This design comes from an exercise in tuning for small area, a short achievable clock period and few clock cycles on the open sky130 flow, not from production work.
Where RTL was checked, it was by simulation tests only, not by an equivalence proof against the original.

==> inputs of try-quartz <==
## asmemu_cpu
module asmemu_cpu (
    input  wire        clk,
    input  wire        rst,
    output reg         mem_req,
    output reg         mem_we,
    output reg  [15:0] mem_addr,
    output reg  [7:0]  mem_wdata,
    input  wire        mem_ready,
    input  wire [7:0]  mem_rdata,
    output reg         out_valid,
    output reg  [7:0]  out_data,
    output wire        halted,
    output wire        faulted,
    output wire [2:0]  fault_code,
    input  wire [3:0]  dbg_sel,
    output reg  [15:0] dbg_data
);
    localparam [3:0] E_IDLE = 4'd0,    
                     E_GO   = 4'd1,    
                     E_RD0  = 4'd2,    
                     E_RD0W = 4'd3,    
                     E_RD1  = 4'd4,    
                     E_RD1W = 4'd5,    
                     E_WR0  = 4'd7,    
                     E_WR1  = 4'd8,    
                     E_MULI = 4'd9,    
                     E_DIVI = 4'd10,   
                     E_STR  = 4'd11,   
                     E_HALT = 4'd14,
                     E_FAULT= 4'd15;
    localparam [2:0] FLT_IP   = 3'd1,
                     FLT_MEM  = 3'd2,
                     FLT_DIV0 = 3'd3,
                     FLT_DOVF = 3'd4,
                     FLT_OPC  = 3'd5;
    localparam [3:0] F_N = 4'd0, F_RR = 4'd1, F_RI = 4'd2, F_RM = 4'd3,
                     F_RX = 4'd4, F_MI = 4'd5, F_XI = 4'd6, F_R = 4'd7,
                     F_M = 4'd8, F_X = 4'd9, F_J8 = 4'd10, F_J16 = 4'd11,
                     F_I8 = 4'd12, F_BAD = 4'd15;
    localparam [3:0] K_MOV = 4'd0, K_ADD = 4'd1, K_SUB = 4'd2, K_CMP = 4'd3,
                     K_AND = 4'd4, K_OR = 4'd5, K_XOR = 4'd6, K_INC = 4'd7,
                     K_DEC = 4'd8, K_NOT = 4'd9, K_MUL = 4'd10, K_DIV = 4'd11,
                     K_JCC = 4'd12, K_JMP = 4'd13, K_LOOP = 4'd14, K_SYS = 4'd15;
    localparam [1:0] QDEPTH = 2'd2;
    reg [127:0] rf;             
    reg        cf, zf, sf;
    reg [3:0]  estate;
    reg [2:0]  fcode;
    reg [16:0] fp;              
    reg        infl;            
    reg [7:0]  q0, q1;
    reg [1:0]  qcnt;
    reg [16:0] cursor;          
    reg [2:0]  gcnt;            
    reg [15:0] ip;              
    reg [3:0]  jcond;           
    reg        bad;             
    reg [3:0]  rid;             
    reg [3:0]  xid;             
  ...
clock: 14.0 ns
lec_check: 0
cap_margin: 20
core_margin: 2
core_utilization: 30
place_density: 0.5
slew_margin: 20
standard.sh (not shown) runs the stock make flow with config.mk's settings and CLKGATE_MAP_FILE= SYNTH_SCRIPT=/design/flow/synth_recipe.tcl, a recipe that flattens the netlist after the stock synthesis.
==> flow/flow/run.sh <==
#!/bin/bash
set -euo pipefail
bash standard.sh SETUP_SLACK_MARGIN=7 finish > standard_flow.log 2>&1
==> try-raven: changes against try-quartz <==
--- a/flow/design.v
+++ b/flow/design.v
@@ -23,12 +23,14 @@
                      E_RD1W = 4'd5,    
                      E_WR0  = 4'd7,    
                      E_WR1  = 4'd8,    
                      E_MULI = 4'd9,    
                      E_DIVI = 4'd10,   
                      E_STR  = 4'd11,   
+                     E_DCHK = 4'd12,   
+                     E_RR2  = 4'd13,   
                      E_HALT = 4'd14,
                      E_FAULT= 4'd15;
     localparam [2:0] FLT_IP   = 3'd1,
                      FLT_MEM  = 3'd2,
                      FLT_DIV0 = 3'd3,
                      FLT_DOVF = 3'd4,
@@ -169,29 +171,27 @@
                 rread = id[2] ? {8'd0, w[15:8]} : {8'd0, w[7:0]};
         end
     endfunction
     wire [15:0] r_ax = rf[15:0];
     wire [15:0] r_cx = rf[31:16];
     wire [15:0] r_dx = rf[47:32];
-    wire [15:0] xr = rread(rid, rf);
-    wire [15:0] xi = rread(xid, rf);
-    wire [15:0] xs = xi;
+    wire        p_xid = (gcnt != 3'd0) || ((estate == E_GO) && (fmt == F_RR));
+    wire [15:0] xr = rread(p_xid ? xid : rid, rf);
+    wire [15:0] xi = xr;
     wire        alu_mem = (estate == E_RD0W) || (estate == E_RD1W);
     wire [15:0] mop     = mem_two ? {mem_rdata, mdata[7:0]} : {8'd0, mem_rdata};
     wire        alu_rmw = rmw;
     wire        aw16    = w16 && !alu_rmw;
     wire [15:0] amask   = aw16 ? 16'hFFFF : 16'h00FF;
     wire [15:0] a_val   = (alu_rmw ? {8'd0, mem_rdata} : xr) & amask;
     reg  [15:0] b_src;
     always @* begin
         if ((kind == K_INC) || (kind == K_DEC) || (kind == K_LOOP))
             b_src = 16'd1;
         else if (alu_mem)
             b_src = mop;
-        else if (fmt == F_RR)
-            b_src = xs;
         else
             b_src = mdata;
     end
     wire [15:0] b_val  = b_src & amask;
     wire        a_sub  = (kind == K_SUB) || (kind == K_CMP) || (kind == K_DEC) ||
                          (kind == K_LOOP);
@@ -215,13 +215,13 @@
     wire        alu_flags = (kind != K_MOV) && (kind != K_NOT);
     wire        alu_wreg  = (kind != K_CMP);
     wire [15:0] md_h   = w16 ? r_dx : {8'd0, r_ax[15:8]};
     wire        md_l0  = r_ax[0];
     wire        md_div = (kind == K_DIV);
     wire        dq_top = w16 ? r_ax[15] : r_ax[7];
-    wire [16:0] md_a   = md_div ? {md_h, dq_top} : {1'b0, md_h};
+    wire [16:0] md_a   = (md_div && (estate == E_DIVI)) ? {md_h, dq_top} : {1'b0, md_h};
     wire [16:0] md_b   = md_div ? ~{1'b0, mdata} : (md_l0 ? {1'b0, mdata} : 17'd0);
     wire [16:0] md_s   = md_a + md_b + {16'd0, md_div};
     wire [16:0] mul_s  = md_s;
     reg  [15:0] mul_ax, mul_dx;
     always @* begin
         if (w16) begin
@@ -337,16 +337,18 @@
                     e_final = !j_take;
                 else if (fmt == F_N)
                     e_final = !d_hlt;
                 else if (fmt == F_I8)
                     e_final = !((mdata[15:8] == 8'h21) && (r_ax[15:8] == 8'h09));
                 else
-                    e_final = !((kind == K_MUL) || (kind == K_DIV));
+                    e_final = !((kind == K_MUL) || (kind == K_DIV) || (fmt == F_RR));
             end
             E_RD0W: e_final = !mem_two && !rmw && (kind != K_MUL) && (kind != K_DIV);
             E_RD1W: e_final = 1'b1;
+            E_RR2:  e_final = 1'b1;
+            E_MULI, E_DIVI: e_final = (icnt == 4'd0);
             E_WR0:  e_final = !mem_two && mem_ready && !wr_hit;
             E_WR1:  e_final = mem_ready && !wr_hit;
             E_STR:  e_final = spend && (mem_rdata == 8'h24);
             default: e_final = 1'b0;
         endcase
     end
@@ -361,19 +363,18 @@
     wire [9:0]  hi_a   = g_jmp ? {1'b0, cursor[16:8]} : {2'b00, hb};
     wire [9:0]  hi_b   = g_jmp ? ((fmt == F_J16) ? {{2{hb[7]}}, hb} : {10{hb[7]}})
                                : {2'b00, g_xi[15:8]};
     wire        hi_c   = g_jmp ? ea_lo[8] : ea[8];
     wire [9:0]  ea_hi  = hi_a + hi_b + {9'd0, hi_c};
     always @* begin
-        case (dbg_sel)
-            4'd0, 4'd1, 4'd2, 4'd3, 4'd4, 4'd5, 4'd6, 4'd7:
-                     dbg_data = rsel(dbg_sel[2:0], rf);
-            4'd8:    dbg_data = ip;
-            4'd9:    dbg_data = {13'd0, sf, zf, cf};
-            default: dbg_data = 16'd0;
-        endcase
+        if (!dbg_sel[3])
+            dbg_data = rsel(dbg_sel[2:0], rf);
+        else if (!dbg_sel[0])
+            dbg_data = ip;
+        else
+            dbg_data = {13'd0, sf, zf, cf};
     end
     reg        outv;
     always @* begin
         out_valid = outv;
         out_data  = wbuf;
     end
@@ -388,13 +389,12 @@
             rw_id  = id;
             rw_val = v;
         end
     endtask
     reg        flush;
     reg [16:0] flush_to;
-    reg        flt_a;           
     integer i;
     always @(posedge clk) begin
         rw_en  = 1'b0;
         rw_id  = 4'd0;
         rw_val = 16'd0;
         md_en  = 1'b0;
@@ -415,33 +415,28 @@
             outv   <= 1'b0;
             spend  <= 1'b0;
         end else begin
             outv  <= 1'b0;
             flush = 1'b0;
             flush_to = cursor;
-            flt_a = 1'b0;
             case (estate)
                 E_IDLE: begin
                     if (g_fault) begin
                         fcode  <= FLT_IP;
-                        flt_a = 1'b1;
                         estate <= E_FAULT;
                     end
                 end
                 E_GO: begin
                     if (fmt == F_BAD || badid) begin
                         fcode  <= FLT_OPC;
-                        flt_a = 1'b1;
                         estate <= E_FAULT;
                     end else if (is_mem && oob) begin
                         fcode  <= FLT_MEM;
-                        flt_a = 1'b1;
                         estate <= E_FAULT;
                     end else if (at_end && (kind != K_DIV) && !is_jump) begin
                         fcode  <= FLT_IP;
-                        flt_a = 1'b1;
                         estate <= E_FAULT;
                     end else if (is_mem) begin
                         if (d_store) begin
                             if (mem_ready) begin
                                 if (mem_two) begin
                                     ea[15:0] <= minc[15:0];
@@ -464,17 +459,15 @@
                                 estate <= E_RD0;
                             end
                         end
                     end else if (is_jump) begin
                         if (j_take && next_bad) begin
                             fcode  <= FLT_IP;
-                        flt_a = 1'b1;
                             estate <= E_FAULT;
                         end else if (!j_take && at_end) begin
                             fcode  <= FLT_IP;
-                        flt_a = 1'b1;
                             estate <= E_FAULT;
                         end else begin
                             if (kind == K_LOOP)
                                 write_id(4'd9, alu_res);
                             if (j_take) begin
                                 flush    = 1'b1;
@@ -501,40 +494,38 @@
                     end else if (kind == K_MUL) begin
                         mdata <= xr;
                         write_id(w16 ? 4'd10 : 4'd4, 16'd0);
                         icnt   <= w16 ? 4'd15 : 4'd7;
                         estate <= E_MULI;
                     end else if (kind == K_DIV) begin
-                        if (xr == 16'd0) begin
-                            fcode  <= FLT_DIV0;
-                            ip     <= cursor[15:0];
-                            estate <= E_FAULT;
-                        end else if (md_h >= xr) begin
-                            fcode  <= FLT_DOVF;
-                            ip     <= cursor[15:0];
-                            estate <= E_FAULT;
-                        end else if (at_end) begin
-                            fcode  <= FLT_IP;
-                        flt_a = 1'b1;
-                            estate <= E_FAULT;
-                        end else begin
-                            mdata  <= xr;
-                            icnt   <= w16 ? 4'd15 : 4'd7;
-                            estate <= E_DIVI;
-                        end
+                        mdata  <= xr;
+                        estate <= E_DCHK;
+                    end else if (fmt == F_RR) begin
+                        mdata  <= xr;
+                        estate <= E_RR2;
                     end else begin
                         if (alu_flags) begin
                             cf <= alu_cf;
                             zf <= alu_zf;
                             sf <= alu_sf;
                         end
                         if (alu_wreg)
                             write_id(rid, alu_res);
                         estate <= E_IDLE;
                     end
                 end
+                E_RR2: begin
+                    if (alu_flags) begin
+                        cf <= alu_cf;
+                        zf <= alu_zf;
+                        sf <= alu_sf;
+                    end
+                    if (alu_wreg)
+                        write_id(rid, alu_res);
+                    estate <= E_IDLE;
+                end
                 E_RD0: begin
                     if (mem_ready) begin
                         if (mem_two) ea[15:0] <= minc[15:0];
                         estate <= E_RD0W;
                     end
                 end
@@ -544,28 +535,13 @@
                         estate <= mem_ready ? E_RD1W : E_RD1;
                     end else if (kind == K_MUL) begin
                         write_id(4'd4, 16'd0);
                         icnt   <= 4'd7;
                         estate <= E_MULI;
                     end else if (kind == K_DIV) begin
-                        if (mem_rdata == 8'd0) begin
-                            fcode  <= FLT_DIV0;
-                            ip     <= cursor[15:0];
-                            estate <= E_FAULT;
-                        end else if (r_ax[15:8] >= mem_rdata) begin
-                            fcode  <= FLT_DOVF;
-                            ip     <= cursor[15:0];
-                            estate <= E_FAULT;
-                        end else if (at_end) begin
-                            fcode  <= FLT_IP;
-                        flt_a = 1'b1;
-                            estate <= E_FAULT;
-                        end else begin
-                            icnt   <= 4'd7;
-                            estate <= E_DIVI;
-                        end
+                        estate <= E_DCHK;
                     end else begin
                         if (alu_flags) begin
                             cf <= alu_cf;
                             zf <= alu_zf;
                             sf <= alu_sf;
                         end
@@ -576,12 +552,29 @@
                             if (alu_wreg)
                                 write_id(rid, alu_res);
                             estate <= E_IDLE;
                         end
                     end
                 end
+                E_DCHK: begin
+                    if (mdata == 16'd0) begin
+                        fcode  <= FLT_DIV0;
+                        ip     <= cursor[15:0];
+                        estate <= E_FAULT;
+                    end else if (!md_s[16]) begin
+                        fcode  <= FLT_DOVF;
+                        ip     <= cursor[15:0];
+                        estate <= E_FAULT;
+                    end else if (at_end) begin
+                        fcode  <= FLT_IP;
+                        estate <= E_FAULT;
+                    end else begin
+                        icnt   <= w16 ? 4'd15 : 4'd7;
+                        estate <= E_DIVI;
+                    end
+                end
                 E_RD1: begin
                     if (mem_ready)
                         estate <= E_RD1W;
                 end
                 E_RD1W: begin
                     if (alu_flags) begin
@@ -643,13 +636,12 @@
                             ea[16:0] <= minc;
                             spend    <= 1'b1;
                         end else begin
                             spend <= 1'b0;
                             if (ea[16] && !spend) begin
                                 fcode  <= FLT_MEM;
-                        flt_a = 1'b1;
                                 estate <= E_FAULT;
                             end
                         end
                     end
                 end
                 default: ;    
==> flow/flow/run.sh (replaced) <==
#!/bin/bash
set -euo pipefail
bash standard.sh SETUP_SLACK_MARGIN=7 \
  "BUFFER_PORTS_ARGS=-buffer_cell sky130_fd_sc_hd__buf_2" \
  "CTS_ARGS=-sink_clustering_enable -repair_clock_nets -sink_clustering_size 26 -sink_clustering_max_diameter 80 -dont_use_dummy_load" \
  finish > standard_flow.log 2>&1
==> flow/config.mk (replaced) <==
export PLATFORM = sky130hd
export DESIGN_NAME = asmemu_cpu
export DESIGN_NICKNAME = asmemu_cpu
export VERILOG_FILES = /design/flow/design.v
export SDC_FILE = /design/flow/constraint.sdc
export NUM_CORES = 4
export LEC_CHECK = 0
export ABC_AREA = 1
export CAP_MARGIN = 20
export CORE_MARGIN = 2
export CORE_UTILIZATION = 50
export PLACE_DENSITY = 0.65
export SLEW_MARGIN = 20
==> comparison <==
In try-raven the critical path depth is higher than in try-quartz, by 1.
Between try-raven and try-quartz, the lower utilization is in try-quartz (gap 20 points).
Of try-quartz and try-raven, try-quartz has the higher via count (gap about 1.7%, measured against try-raven).
Between try-quartz and try-raven, the lower final cell count is in try-raven (gap 2.7%, measured against try-raven).
Between try-raven and try-quartz, the lower first-iteration DRC count is in try-quartz (gap about 1.8%, measured against try-quartz).
Between try-raven and try-quartz, the lower sequential share of layout area is in try-quartz (gap 3.0 points).
Between try-raven and try-quartz, the lower non-clock buffer count is in try-raven (gap 87).
Clock skew: try-raven is higher than try-quartz (80 ps).
Of try-raven and try-quartz, try-raven has the higher register-to-register slack (gap 130 ps).
Testbench counts of try-raven, summed over its fixed seeds: cycles 125,642.
Function not checked in try-quartz: the RTL went through the layout flow alone.

==> static timing again, ports no longer ideal <==
How much do the figures lean on ideal ports? The routed layouts below were timed once more, with nothing changed but the port constraints.
Step 1: set_driving_cell puts a clkbuf_16 on clk and a buf_2 on each other input, an assumption about the parent block.
Step 2, shift: input delay + t, output delay - t, t = (earliest + latest rising clock arrival at the registers) / 2. This alone moves slack from input paths to output paths.
Three values: no drivers, after step 1, after step 2; two values: the first two.
| run | t (ns) | setup WS [ns] | hold WS [ns] | worst data-port slew with drivers (ns) |
|---|---|---|---|---|
| try-quartz | 0.651 | 6.950 / 6.903 / 6.610 | 0.548 / 0.548 / 0.548 | 0.06 |
| try-raven | 0.642 | 6.893 / 6.824 / 6.679 | 0.488 / 0.488 / 0.488 | 0.07 |
After both steps every run listed still meets setup and hold. For try-quartz, which loses most, drivers alone change the setup slack by -0.047 ns; drivers and shift together by -0.340 ns.
